From an optimization exercise on the open Yosys and OpenROAD flow, aimed at small area; shortcuts taken in it are not production practice.
In this exercise RTL edits were held to simulation tests only and were not proved equivalent to the original.
Power is estimated from default activity; no workload was simulated.

Design qed_top, start of the top module:
module qed_top (
    input  wire        clk,
    input  wire        rst,           
    input  wire        tick,          
    input  wire        enc_a,
    input  wire        enc_b,
    input  wire        btn,           
    input  wire        host_en,       
    input  wire        host_we,       
    input  wire [7:0]  host_addr,
    input  wire [15:0] host_wdata,
    output wire [15:0] host_rdata,    
    output wire        irq
);
Size in the first run: about 320 cells after synthesis, about 62 flip-flops, about 49 I/O pins, ~3400 sq um of cells after synthesis.
==> module qed_button, before the edit <==
module qed_button #(
    parameter integer DEBOUNCE_TICKS = 20
) (
    input  wire clk,
    input  wire rst,
    input  wire step,           
    input  wire btn,            
    output reg  level,          
    output wire accept          
);
    reg [4:0] wait_cnt;
    wire ready = (wait_cnt == 5'd0);
    assign accept = step && (btn != level) && ready;
    always @(posedge clk) begin
        if (rst) begin
            wait_cnt <= 5'd0;
            level    <= 1'b1;
        end else if (step) begin
            if (accept) begin
                level    <= btn;
                wait_cnt <= DEBOUNCE_TICKS - 1;
            end else if (!ready) begin
                wait_cnt <= wait_cnt - 5'd1;
            end
        end
    end
endmodule
==> module qed_fifo, before the edit <==
module qed_fifo (
    input  wire         clk,
    input  wire         rst,
    input  wire         flush,
    input  wire         pop,
    input  wire         push0,      
    input  wire         kind0,      
    input  wire         push1,      
    input  wire         kind1,      
    input  wire         ovf_clr,
    output wire [2:0]   head,       
    output reg  [4:0]   count,
    output reg          ovf
);
    reg [1:0] mem_e [0:7];          
    reg [1:0] mem_o [0:7];          
    reg [3:0] rd_ptr;
    wire       nonempty = (count != 5'd0);
    wire [1:0] hd = rd_ptr[0] ? mem_o[rd_ptr[3:1]] : mem_e[rd_ptr[3:1]];
    assign head = nonempty ? {hd[1] & hd[0], hd[1] ^ hd[0], ~hd[0]} : 3'd0;
    wire       do_pop = pop && nonempty && !flush;
    wire [4:0] cnt_h  = flush ? 5'd0 : (count - {4'd0, do_pop});
    wire       ok0   = push0 && !cnt_h[4];
    wire [4:0] cnt_0 = cnt_h + {4'd0, ok0};
    wire       ok1   = push1 && !cnt_0[4];
    wire       drop  = (push0 && !ok0) || (push1 && !ok1);
    wire [3:0] wr0   = rd_ptr + (flush ? 4'd0 : count[3:0]);
    wire       fv    = ok0 || ok1;
    wire [1:0] fdata = push0 ? {1'b0, kind0} : {1'b1, kind1};
    wire       sv    = ok0 && ok1;
    wire [1:0] sdata = {1'b1, kind1};
    wire       we_e   = wr0[0] ? sv : fv;
    wire [1:0] wd_e   = wr0[0] ? sdata : fdata;
    wire [2:0] wa_e   = wr0[3:1] + {2'd0, wr0[0]};
    wire       we_o   = wr0[0] ? fv : sv;
    wire [1:0] wd_o   = wr0[0] ? fdata : sdata;
    wire [2:0] wa_o   = wr0[3:1];
    always @(posedge clk) begin
        if (we_e)
            mem_e[wa_e] <= wd_e;
        if (we_o)
            mem_o[wa_o] <= wd_o;
    end
    always @(posedge clk) begin
        if (rst) begin
            rd_ptr <= 4'd0;
            count  <= 5'd0;
            ovf    <= 1'b0;
        end else begin
            rd_ptr <= rd_ptr + {3'd0, do_pop};
            count  <= cnt_0 + {4'd0, ok1};
            if (drop)
                ovf <= 1'b1;
            else if (ovf_clr)
                ovf <= 1'b0;
        end
    end
endmodule
==> module qed_top, before the edit <==
module qed_top (
    input  wire        clk,
    input  wire        rst,           
    input  wire        tick,          
    input  wire        enc_a,
    input  wire        enc_b,
    input  wire        btn,           
    input  wire        host_en,       
    input  wire        host_we,       
    input  wire [7:0]  host_addr,
    input  wire [15:0] host_wdata,
    output wire [15:0] host_rdata,    
    output wire        irq
);
    wire rd = host_en && !host_we;
    wire wr = host_en &&  host_we;
    wire in_blk = (host_addr[7:2] == 6'b000100);
    wire a_data   = in_blk && (host_addr[1:0] == 2'd0);
    wire a_status = in_blk && (host_addr[1:0] == 2'd1);
    wire a_ctrl   = in_blk && (host_addr[1:0] == 2'd2);
    wire a_state  = in_blk && (host_addr[1:0] == 2'd3);
    wire [2:0] fsm;
    wire [1:0] enc_last;
    wire       ev_cw, ev_ccw;
    wire       btn_level;
    wire       ev_btn;
    qed_rotary u_rot (
        .clk(clk), .rst(rst), .step(tick), .sample({enc_a, enc_b}),
        .fsm(fsm), .last(enc_last), .ev_cw(ev_cw), .ev_ccw(ev_ccw)
    );
    qed_button #(.DEBOUNCE_TICKS(20)) u_btn (
        .clk(clk), .rst(rst), .step(tick), .btn(btn),
        .level(btn_level), .accept(ev_btn)
    );
    reg irq_en;
    always @(posedge clk) begin
        if (rst)
            irq_en <= 1'b0;
        else if (wr && a_ctrl)
            irq_en <= host_wdata[0];
    end
    wire [2:0] head;
    wire [4:0] count;
    wire       ovf;
    qed_fifo u_fifo (
        .clk(clk), .rst(rst),
        .flush(wr && a_ctrl && host_wdata[1]),
        .pop(rd && a_data),
        .push0(ev_cw || ev_ccw), .kind0(ev_ccw),
        .push1(ev_btn), .kind1(btn),
        .ovf_clr(wr && a_status && host_wdata[15]),
        .head(head), .count(count), .ovf(ovf)
    );
    assign irq = irq_en && (count != 5'd0);
    reg [7:0] rdata_next;
    always @(*) begin
        rdata_next = 8'd0;
        if (a_data)   rdata_next = {5'd0, head};
        if (a_status) rdata_next = {ovf, 2'd0, count};
        if (a_ctrl)   rdata_next = {7'd0, irq_en};
        if (a_state)  rdata_next = {1'b0, enc_last, btn_level, 1'b0, fsm};
    end
    reg [7:0] rdata_q;                
    always @(posedge clk)
        rdata_q <= rdata_next;
    assign host_rdata = {rdata_q[7], 8'd0, rdata_q[6:0]};
endmodule
Settings: LEC_CHECK=0, CAP_MARGIN=20, CORE_MARGIN=2, CORE_UTILIZATION=40, SLEW_MARGIN=20; clock period 6.0 ns.
run.sh (not shown) runs the stock make flow with config.mk's settings and CLKGATE_MAP_FILE= SYNTH_SCRIPT=/design/flow/synth_recipe.tcl, a recipe that flattens the netlist after the stock synthesis.
Edit:
--- a/flow/design.v
+++ b/flow/design.v
@@ -76,33 +76,32 @@
             fsm  <= entry[2:0];
             last <= sample;
         end
     end
 endmodule
-module qed_button #(
-    parameter integer DEBOUNCE_TICKS = 20
-) (
+module qed_button (
     input  wire clk,
     input  wire rst,
     input  wire step,           
     input  wire btn,            
     output reg  level,          
     output wire accept          
 );
-    reg [4:0] wait_cnt;
-    wire ready = (wait_cnt == 5'd0);
+    reg [4:0] wait_q;
+    wire ready = (wait_q == 5'd0);
     assign accept = step && (btn != level) && ready;
+    wire [4:0] wait_next = {wait_q[3:0], ~(wait_q[4] ^ wait_q[2])};
     always @(posedge clk) begin
         if (rst) begin
-            wait_cnt <= 5'd0;
-            level    <= 1'b1;
+            wait_q <= 5'd0;
+            level  <= 1'b1;
         end else if (step) begin
             if (accept) begin
-                level    <= btn;
-                wait_cnt <= DEBOUNCE_TICKS - 1;
+                level  <= btn;
+                wait_q <= 5'b00101;
             end else if (!ready) begin
-                wait_cnt <= wait_cnt - 5'd1;
+                wait_q <= wait_next;
             end
         end
     end
 endmodule
 module qed_fifo (
@@ -117,46 +116,45 @@
     input  wire         ovf_clr,
     output wire [2:0]   head,       
     output reg  [4:0]   count,
     output reg          ovf
 );
-    reg [1:0] mem_e [0:7];          
-    reg [1:0] mem_o [0:7];          
-    reg [3:0] rd_ptr;
+    reg [1:0] mem [0:15];           
     wire       nonempty = (count != 5'd0);
-    wire [1:0] hd = rd_ptr[0] ? mem_o[rd_ptr[3:1]] : mem_e[rd_ptr[3:1]];
+    wire [1:0] hd = mem[0];
     assign head = nonempty ? {hd[1] & hd[0], hd[1] ^ hd[0], ~hd[0]} : 3'd0;
     wire       do_pop = pop && nonempty && !flush;
     wire [4:0] cnt_h  = flush ? 5'd0 : (count - {4'd0, do_pop});
     wire       ok0   = push0 && !cnt_h[4];
     wire [4:0] cnt_0 = cnt_h + {4'd0, ok0};
     wire       ok1   = push1 && !cnt_0[4];
     wire       drop  = (push0 && !ok0) || (push1 && !ok1);
-    wire [3:0] wr0   = rd_ptr + (flush ? 4'd0 : count[3:0]);
+    wire [3:0] wr0   = cnt_h[3:0];
     wire       fv    = ok0 || ok1;
     wire [1:0] fdata = push0 ? {1'b0, kind0} : {1'b1, kind1};
     wire       sv    = ok0 && ok1;
     wire [1:0] sdata = {1'b1, kind1};
     wire       we_e   = wr0[0] ? sv : fv;
     wire [1:0] wd_e   = wr0[0] ? sdata : fdata;
     wire [2:0] wa_e   = wr0[3:1] + {2'd0, wr0[0]};
     wire       we_o   = wr0[0] ? fv : sv;
-    wire [1:0] wd_o   = wr0[0] ? fdata : sdata;
+    wire [1:0] wd_o   = ~(wr0[0] ? fdata : sdata);
     wire [2:0] wa_o   = wr0[3:1];
-    always @(posedge clk) begin
-        if (we_e)
-            mem_e[wa_e] <= wd_e;
-        if (we_o)
-            mem_o[wa_o] <= wd_o;
+    integer i;
+    always @(posedge clk) begin
+        for (i = 0; i < 16; i = i + 1) begin
+            if ((i % 2 == 0) ? (we_e && wa_e == i / 2) : (we_o && wa_o == i / 2))
+                mem[i] <= (i % 2 == 0) ? wd_e : wd_o;
+            else if (do_pop && i < 15)
+                mem[i] <= ~mem[i + 1];
+        end
     end
     always @(posedge clk) begin
         if (rst) begin
-            rd_ptr <= 4'd0;
             count  <= 5'd0;
             ovf    <= 1'b0;
         end else begin
-            rd_ptr <= rd_ptr + {3'd0, do_pop};
             count  <= cnt_0 + {4'd0, ok1};
             if (drop)
                 ovf <= 1'b1;
             else if (ovf_clr)
                 ovf <= 1'b0;
@@ -191,11 +189,11 @@
     wire       ev_btn;
     qed_rotary u_rot (
         .clk(clk), .rst(rst), .step(tick), .sample({enc_a, enc_b}),
         .fsm(fsm), .last(enc_last), .ev_cw(ev_cw), .ev_ccw(ev_ccw)
     );
-    qed_button #(.DEBOUNCE_TICKS(20)) u_btn (
+    qed_button u_btn (
         .clk(clk), .rst(rst), .step(tick), .btn(btn),
         .level(btn_level), .accept(ev_btn)
     );
     reg irq_en;
     always @(posedge clk) begin
Result: The new run passed the timing, design-rule and antenna checks. Cell area grows by 1.7%. Worst hold slack is worse by 0.0092 ns. Sequential power went down by 8.3%. Sequential share of layout area came out lower by 2.7 points. Maximum frequency went down by 2.7%. Wire length is higher by 2.4%. Combinational power came out lower by 19%. Worst setup slack degrades by 0.15 ns. Power goes down by 4.0%. First-iteration DRC count came out higher by 15%. Synthesized area drops by 4.7%. Via count increases by 5.9%.

[separate check: timing with driven ports]
The flow's constraints put no driver on any port. The routed layouts listed below were extracted and timed again, unchanged, in two steps.
Step 1 sets driving cells, clkbuf_16 on the clock port and buf_2 on the other inputs (assumed; they add their load-dependent delay and slew).
Step 2 also shifts input and output timing later by t, the mid clock arrival at the registers, as if the neighbouring blocks saw the same clock.
Three values: no drivers, after step 1, after step 2; two values: the first two.
run | t, ns | slack for setup (ns) | hold WS [ns] | worst data-port slew with drivers (ns)
the first run | 0.372 | 0.533 / 0.536 / 0.163 | 0.475 / 0.475 / 0.475 | 0.03
the second run | 0.370 | 0.379 / 0.386 / 0.015 | 0.466 / 0.466 / 0.466 | 0.04
After both steps setup and hold are still met in every run listed. The setup slack of the first run, which loses most, moves by +0.003 ns with the drivers and by -0.370 ns with both steps.
